Background: an optimization exercise with open tools, aiming at small area. Do not read the settings as production practice. RTL that was checked went through simulation tests only; none was proved equivalent to the original. No activity file was given, so power comes from the tool's default toggle rates.

==> flow/design.v (excerpt) <==
module lkg (
    input  wire        clk,
    input  wire        rst,           
    input  wire        cmd_valid,
    output wire        cmd_ready,
    input  wire [47:0] cmd_data,
    output wire        rsp_valid,
    input  wire        rsp_ready,
    output wire [1:0]  rsp_status,
    output wire [31:0] rsp_data
);
clock: 10.0 ns
lec_check: 0
cap_margin: 20
core_margin: 2
core_utilization: 55
cts_buf_list: sky130_fd_sc_hd__clkbuf_8
cts_cluster_diameter: 100
cts_cluster_size: 20
slew_margin: 20
standard.sh (not shown) runs the stock make flow with config.mk's settings and CLKGATE_MAP_FILE= SYNTH_SCRIPT=/design/flow/synth_recipe.tcl, a recipe that flattens the netlist after the stock synthesis.
==> flow/flow/run.sh <==
#!/bin/bash
# Layout flow: the standard flow, with two changes.
#  1. After the standard synthesis, the combinational logic is re-mapped by
#     ABC with an area-oriented script (flow/reopt.ys, flow/area.abc). The
#     registers are kept as the standard synthesis made them (same cells,
#     same instance names); only the logic between them is re-mapped.
#  2. Ports are buffered with sky130_fd_sc_hd__buf_1 instead of the default
#     buffer cell.
# Each tool's output goes to a log file of its own in this folder.
set -uo pipefail
R=orfs/results/sky130hd/lkg/base
LIB=$FLOW_HOME/platforms/sky130hd/lib/sky130_fd_sc_hd__tt_025C_1v80.lib

bash standard.sh synth > log_synth_std.txt 2>&1 || { tail -50 log_synth_std.txt; exit 1; }
cp $R/1_2_yosys.v std_synth.v
cp $R/1_2_yosys.v reopt_in.v
sed "s#@LIB@#$LIB#g" flow/reopt.ys > reopt_run.ys
if yosys -q -l log_reopt.txt -s reopt_run.ys > /dev/null 2>&1 && [[ -s reopt_out.v ]]; then
  cp reopt_out.v $R/1_2_yosys.v
  touch $R/1_2_yosys.v
  rm -f $R/1_synth.odb
  bash standard.sh synth > log_synth_odb.txt 2>&1 || { tail -50 log_synth_odb.txt; exit 1; }
else
  echo "re-mapping failed, keeping the standard netlist" | tee -a log_reopt.txt
fi
export BUFFER_PORTS_ARGS="-buffer_cell sky130_fd_sc_hd__buf_1"
bash standard.sh finish > log_finish.txt 2>&1 || { tail -50 log_finish.txt; exit 1; }
Other scripts of this flow, unchanged in this note and not shown: flow/flow/area.abc, flow/flow/reopt.ys
Next try:
--- a/flow/flow/run.sh
+++ b/flow/flow/run.sh
@@ -7,4 +7,5 @@
 #  2. Ports are buffered with sky130_fd_sc_hd__buf_1 instead of the default
 #     buffer cell.
+#  3. The clock tree uses clkbuf_8 in larger sink clusters and no dummy loads.
 # Each tool's output goes to a log file of its own in this folder.
 set -uo pipefail
@@ -25,3 +26,5 @@
 fi
 export BUFFER_PORTS_ARGS="-buffer_cell sky130_fd_sc_hd__buf_1"
+# Clock tree: clkbuf_8 buffers in larger clusters, no dummy loads.
+export CTS_ARGS="-sink_clustering_enable -repair_clock_nets -buf_list sky130_fd_sc_hd__clkbuf_8 -sink_clustering_size ${CTS_SIZE:-25} -sink_clustering_max_diameter ${CTS_DIAM:-80} -dont_use_dummy_load"
 bash standard.sh finish > log_finish.txt 2>&1 || { tail -50 log_finish.txt; exit 1; }
CORE_UTILIZATION = 60   (was 55)
CTS_BUF_LIST = not set   (was sky130_fd_sc_hd__clkbuf_8)
CTS_CLUSTER_DIAMETER = not set   (was 100)
CTS_CLUSTER_SIZE = not set   (was 20)
After rerunning: Fmax went up by 2.8%. Power went down by 7.0%. Cell area goes down by 1.0%. Utilization increases by 5.7 points. Die area fell by 8.0%. Clock power shrinks by 23%.
No functional check of the RTL was part of any run of this note.

========
lkg, a different RTL version from the one above (not shown whole).
For scale: roughly 810 cells after synthesis, ~98 flip-flops.
export LEC_CHECK = 0
export CAP_MARGIN = 20
export CORE_MARGIN = 2
export CORE_UTILIZATION = 40
export SLEW_MARGIN = 20
create_clock -name core_clock -period 10.0 [get_ports {clk}]
run.sh (not shown) runs the stock make flow with config.mk's settings and CLKGATE_MAP_FILE= SYNTH_SCRIPT=/design/flow/synth_recipe.tcl, a recipe that flattens the netlist after the stock synthesis.
Stock flow here: none of the scripts above is used.
Change:
CTS_BUF_LIST = sky130_fd_sc_hd__clkbuf_8   (was default)
CTS_CLUSTER_DIAMETER = 100   (was default)
CTS_CLUSTER_SIZE = 20   (was default)
=> The new run completed without violations. Combinational power barely changes. Routed wire length is about the same. Global-route usage hardly moves. Critical path depth stays the same. Sequential power stays flat. Sequential share of layout area rose by 0.35 points. Non-clock buffer count stays the same. Synthesized cell count does not change.
Function was not checked in any run of this note: the RTL went through the layout flow alone.

========
== v33 ==
lkg, a different RTL version from the one above (not shown whole).
Size: about 610 cells after synthesis, about 0.0051 mm^2 of cells after synthesis.
export LEC_CHECK = 0
export CAP_MARGIN = 20
export CORE_MARGIN = 2
export CORE_UTILIZATION = 65
export SLEW_MARGIN = 20
create_clock -name core_clock -period 10.0 [get_ports {clk}]
standard.sh (not shown) runs the stock make flow with config.mk's settings and CLKGATE_MAP_FILE= SYNTH_SCRIPT=/design/flow/synth_recipe.tcl, a recipe that flattens the netlist after the stock synthesis.
==> flow/flow/run.sh <==
#!/bin/bash
# Layout flow: the standard flow, with three changes.
#  1. After the standard synthesis, the combinational logic is re-mapped by
#     ABC for area (flow/reopt.ys, flow/area.abc), in eight runs with different
#     seeds; the smallest netlist is kept. The registers stay as the standard
#     synthesis made them (same cells, same instance names); only the logic
#     between them is re-mapped.
#  2. Ports are buffered with sky130_fd_sc_hd__buf_1 instead of the default
#     buffer cell.
#  3. The clock tree uses clkbuf_8 buffers and no dummy loads.
# Each tool's output goes to a log file of its own in this folder.
set -uo pipefail
R=orfs/results/sky130hd/lkg/base
LIB=$FLOW_HOME/platforms/sky130hd/lib/sky130_fd_sc_hd__tt_025C_1v80.lib

bash standard.sh synth > log_synth_std.txt 2>&1 || { tail -50 log_synth_std.txt; exit 1; }
cp $R/1_2_yosys.v std_synth.v

# Registers (cell type and instance name) of a netlist
regs() { grep -E "^\s*sky130_fd_sc_hd__(s?e?df|dl)\w+ " "$1" | awk '{print $1, $2}' | sort; }
regs std_synth.v > regs_std.txt

best=""; best_area=""
# Eight seeds, four at a time (the flow has four CPUs)
for batch in "1 2 3 4" "5 6 7 8"; do
  pids=""
  for s in $batch; do
    mkdir -p reopt_$s
    sed "s#@LIB@#$LIB#g; s#@SEED@#$s#g; s#@IN@#../std_synth.v#g" flow/reopt.ys > reopt_$s/reopt.ys
    sed "s#@SEED@#$s#g" flow/area.abc > reopt_$s/area.abc
    (cd reopt_$s && yosys -q -l ../log_reopt_$s.txt -s reopt.ys > /dev/null 2>&1) &
    pids="$pids $!"
  done
  for p in $pids; do wait $p; done
done
for s in 1 2 3 4 5 6 7 8; do
  a=$(grep "Chip area" log_reopt_$s.txt 2>/dev/null | tail -1 | grep -oE "[0-9]+\.[0-9]+$")
  [[ -n "$a" && -s reopt_$s/reopt_out.v ]] || continue
  regs reopt_$s/reopt_out.v > reopt_$s/regs.txt
  cmp -s regs_std.txt reopt_$s/regs.txt || { echo "seed $s: registers differ, skipped" >> log_reopt_pick.txt; continue; }
  echo "seed $s: area $a" >> log_reopt_pick.txt
  if [[ -z "$best" ]] || awk "BEGIN{exit !($a < $best_area)}"; then best=$s; best_area=$a; fi
done
if [[ -n "$best" ]]; then
  echo "picked seed $best ($best_area)" >> log_reopt_pick.txt
  cp reopt_$best/reopt_out.v $R/1_2_yosys.v
  touch $R/1_2_yosys.v
  rm -f $R/1_synth.odb
  bash standard.sh synth > log_synth_odb.txt 2>&1 || { tail -50 log_synth_odb.txt; exit 1; }
else
  echo "re-mapping failed, keeping the standard netlist" >> log_reopt_pick.txt
fi

export BUFFER_PORTS_ARGS="-buffer_cell sky130_fd_sc_hd__buf_1"
export CTS_ARGS="-sink_clustering_enable -repair_clock_nets -buf_list sky130_fd_sc_hd__clkbuf_8 -dont_use_dummy_load"
bash standard.sh finish > log_finish.txt 2>&1 || { tail -50 log_finish.txt; exit 1; }
Other scripts of this flow, unchanged in this note and not shown: flow/flow/area.abc, flow/flow/reopt.ys
The inputs of v11 differ from those of v33 as listed below.
- changing CORE_UTILIZATION from 65 to 55
==> comparison <==
- Looking at the reports, v11 completed the entire flow and the layout it produced met the timing, DRC and antenna checks.
- Per the comparison of v11 with v33, non-filler instance count after layout rose by 10; combined global-route utilization of all metal layers fell by 4.8 points.
- Looking at v11 and v33, the buffer share of cell area is a wash.
- ~same total power of the final layout in v11 and v33
Changes in v27 relative to v11:
- changing CORE_UTILIZATION from 55 to 72
Results
Going from v11 to v27, die outline area fell 0.0023 mm^2, fraction of the cycle the final worst path needs rose 0.17 points, sequential share of layout area shows no meaningful change.
v11 reports its worst setup path startpoint as ra[6] while v27 reports rb[6].
Number of rows created at floorplan went down by more than 10% going from v11 to v27.
As far as mean area per synthesized cell goes, v11 and v27 are indistinguishable; the numbers are identical.
diff inputs: v27 => v35
- CORE_UTILIZATION changed from 72 to 55
diff --git a/flow/flow/run.sh b/flow/flow/run.sh
--- a/flow/flow/run.sh
+++ b/flow/flow/run.sh
@@ -4 +4 @@
-#     ABC for area (flow/reopt.ys, flow/area.abc), in eight runs with different
+#     ABC for area (flow/reopt.ys, flow/area.abc), in four runs with different
@@ -24,11 +24,7 @@
-# Eight seeds, four at a time (the flow has four CPUs)
-for batch in "1 2 3 4" "5 6 7 8"; do
-  pids=""
-  for s in $batch; do
-    mkdir -p reopt_$s
-    sed "s#@LIB@#$LIB#g; s#@SEED@#$s#g; s#@IN@#../std_synth.v#g" flow/reopt.ys > reopt_$s/reopt.ys
-    sed "s#@SEED@#$s#g" flow/area.abc > reopt_$s/area.abc
-    (cd reopt_$s && yosys -q -l ../log_reopt_$s.txt -s reopt.ys > /dev/null 2>&1) &
-    pids="$pids $!"
-  done
-  for p in $pids; do wait $p; done
+pids=""
+for s in 1 2 3 4; do
+  mkdir -p reopt_$s
+  sed "s#@LIB@#$LIB#g; s#@SEED@#$s#g; s#@IN@#../std_synth.v#g" flow/reopt.ys > reopt_$s/reopt.ys
+  sed "s#@SEED@#$s#g" flow/area.abc > reopt_$s/area.abc
+  (cd reopt_$s && yosys -q -l ../log_reopt_$s.txt -s reopt.ys > /dev/null 2>&1) &
+  pids="$pids $!"
@@ -36 +32,2 @@
-for s in 1 2 3 4 5 6 7 8; do
+for p in $pids; do wait $p; done
+for s in 1 2 3 4; do
## What came out
Looking at slew at the pin closest to its max-slew limit, v35 sits 0.019 ns lower than v27 does. The via count reported for v35 is lower than the one for v27. The lower placeable core region came out of v27. From v35 to v27, number of maximum-capacitance violations did not move at all. Leakage component of the power across v27 and v35: no real change. [v35 vs v27] total number of tap cells: higher in v35.
diff inputs: v35 => v42
diff --git a/flow/flow/run.sh b/flow/flow/run.sh
--- a/flow/flow/run.sh
+++ b/flow/flow/run.sh
@@ -10,0 +11,2 @@
+#  4. After synthesis, repair uses no buffer larger than buf_2 (buf_4 and
+#     up are added to the platform's don't-use list for those steps).
@@ -52,0 +55 @@
+export DONT_USE_CELLS="sky130_fd_sc_hd__buf_4 sky130_fd_sc_hd__buf_6 sky130_fd_sc_hd__buf_8 sky130_fd_sc_hd__buf_12 sky130_fd_sc_hd__buf_16"
Findings:
Delta (v42 minus v35): final standard cell utilization of the core stayed essentially flat; leakage component of the power stayed essentially flat; average size of a mapped cell stayed essentially flat; count of cells resized by post-cts repair stayed essentially flat; critical path's largest stage delay stayed essentially flat. No stage failed in v42, and the final checks on the layout all came back clean. Between v42 and v35, the cell area figures differ only marginally.

## afterwards: timing with drivers on the ports
In the flow no input, the clock included, has a driving cell. The finished layouts below were timed again as built, in two steps. Step 1 assumes that a clkbuf_16 drives the clock port and a buf_2 every other input. Step 2 adds t to the input delays and takes it off the output delays; t is the mean of the earliest and latest rising clock arrival at the registers after step 1. Input paths then give back, and output paths get back, about the clock's delay inside the block. Three values: ideal, step 1, step 2; two values: the first two.
run	shift t [ns]	setup slack, ns	worst setup path at the end	worst register clock-pin slew, ns	pins driven straight from the clock port
the first run of note 1	0.412	4.014 / 4.023 / 3.611	input to register	0.10 / 0.10	1
the second run of note 1	0.393	4.177 / 4.184 / 3.791	input to register	0.10 / 0.10	1
the first run of note 2	0.398	4.532 / 4.507 / 4.149	input to register	0.07 / 0.07	1
the second run of note 2	0.419	4.500 / 4.461 / 4.261	input to register	0.11 / 0.11	1
v33	0.387	4.716 / 4.685 / 4.816	input to register	0.10 / 0.10	1
v11	0.394	4.714 / 4.676 / 4.873	input to register	0.10 / 0.10	1
v27	0.399	4.697 / 4.665 / 4.855	input to output	0.10 / 0.10	1
v35	0.394	4.714 / 4.676 / 4.873	input to register	0.10 / 0.10	1
v42	0.394	4.714 / 4.676 / 4.873	input to register	0.10 / 0.10	1
After both steps setup and hold are still met in every run listed. For the first run of note 1, which loses most, drivers alone change the setup slack by +0.009 ns; drivers and shift together by -0.403 ns.
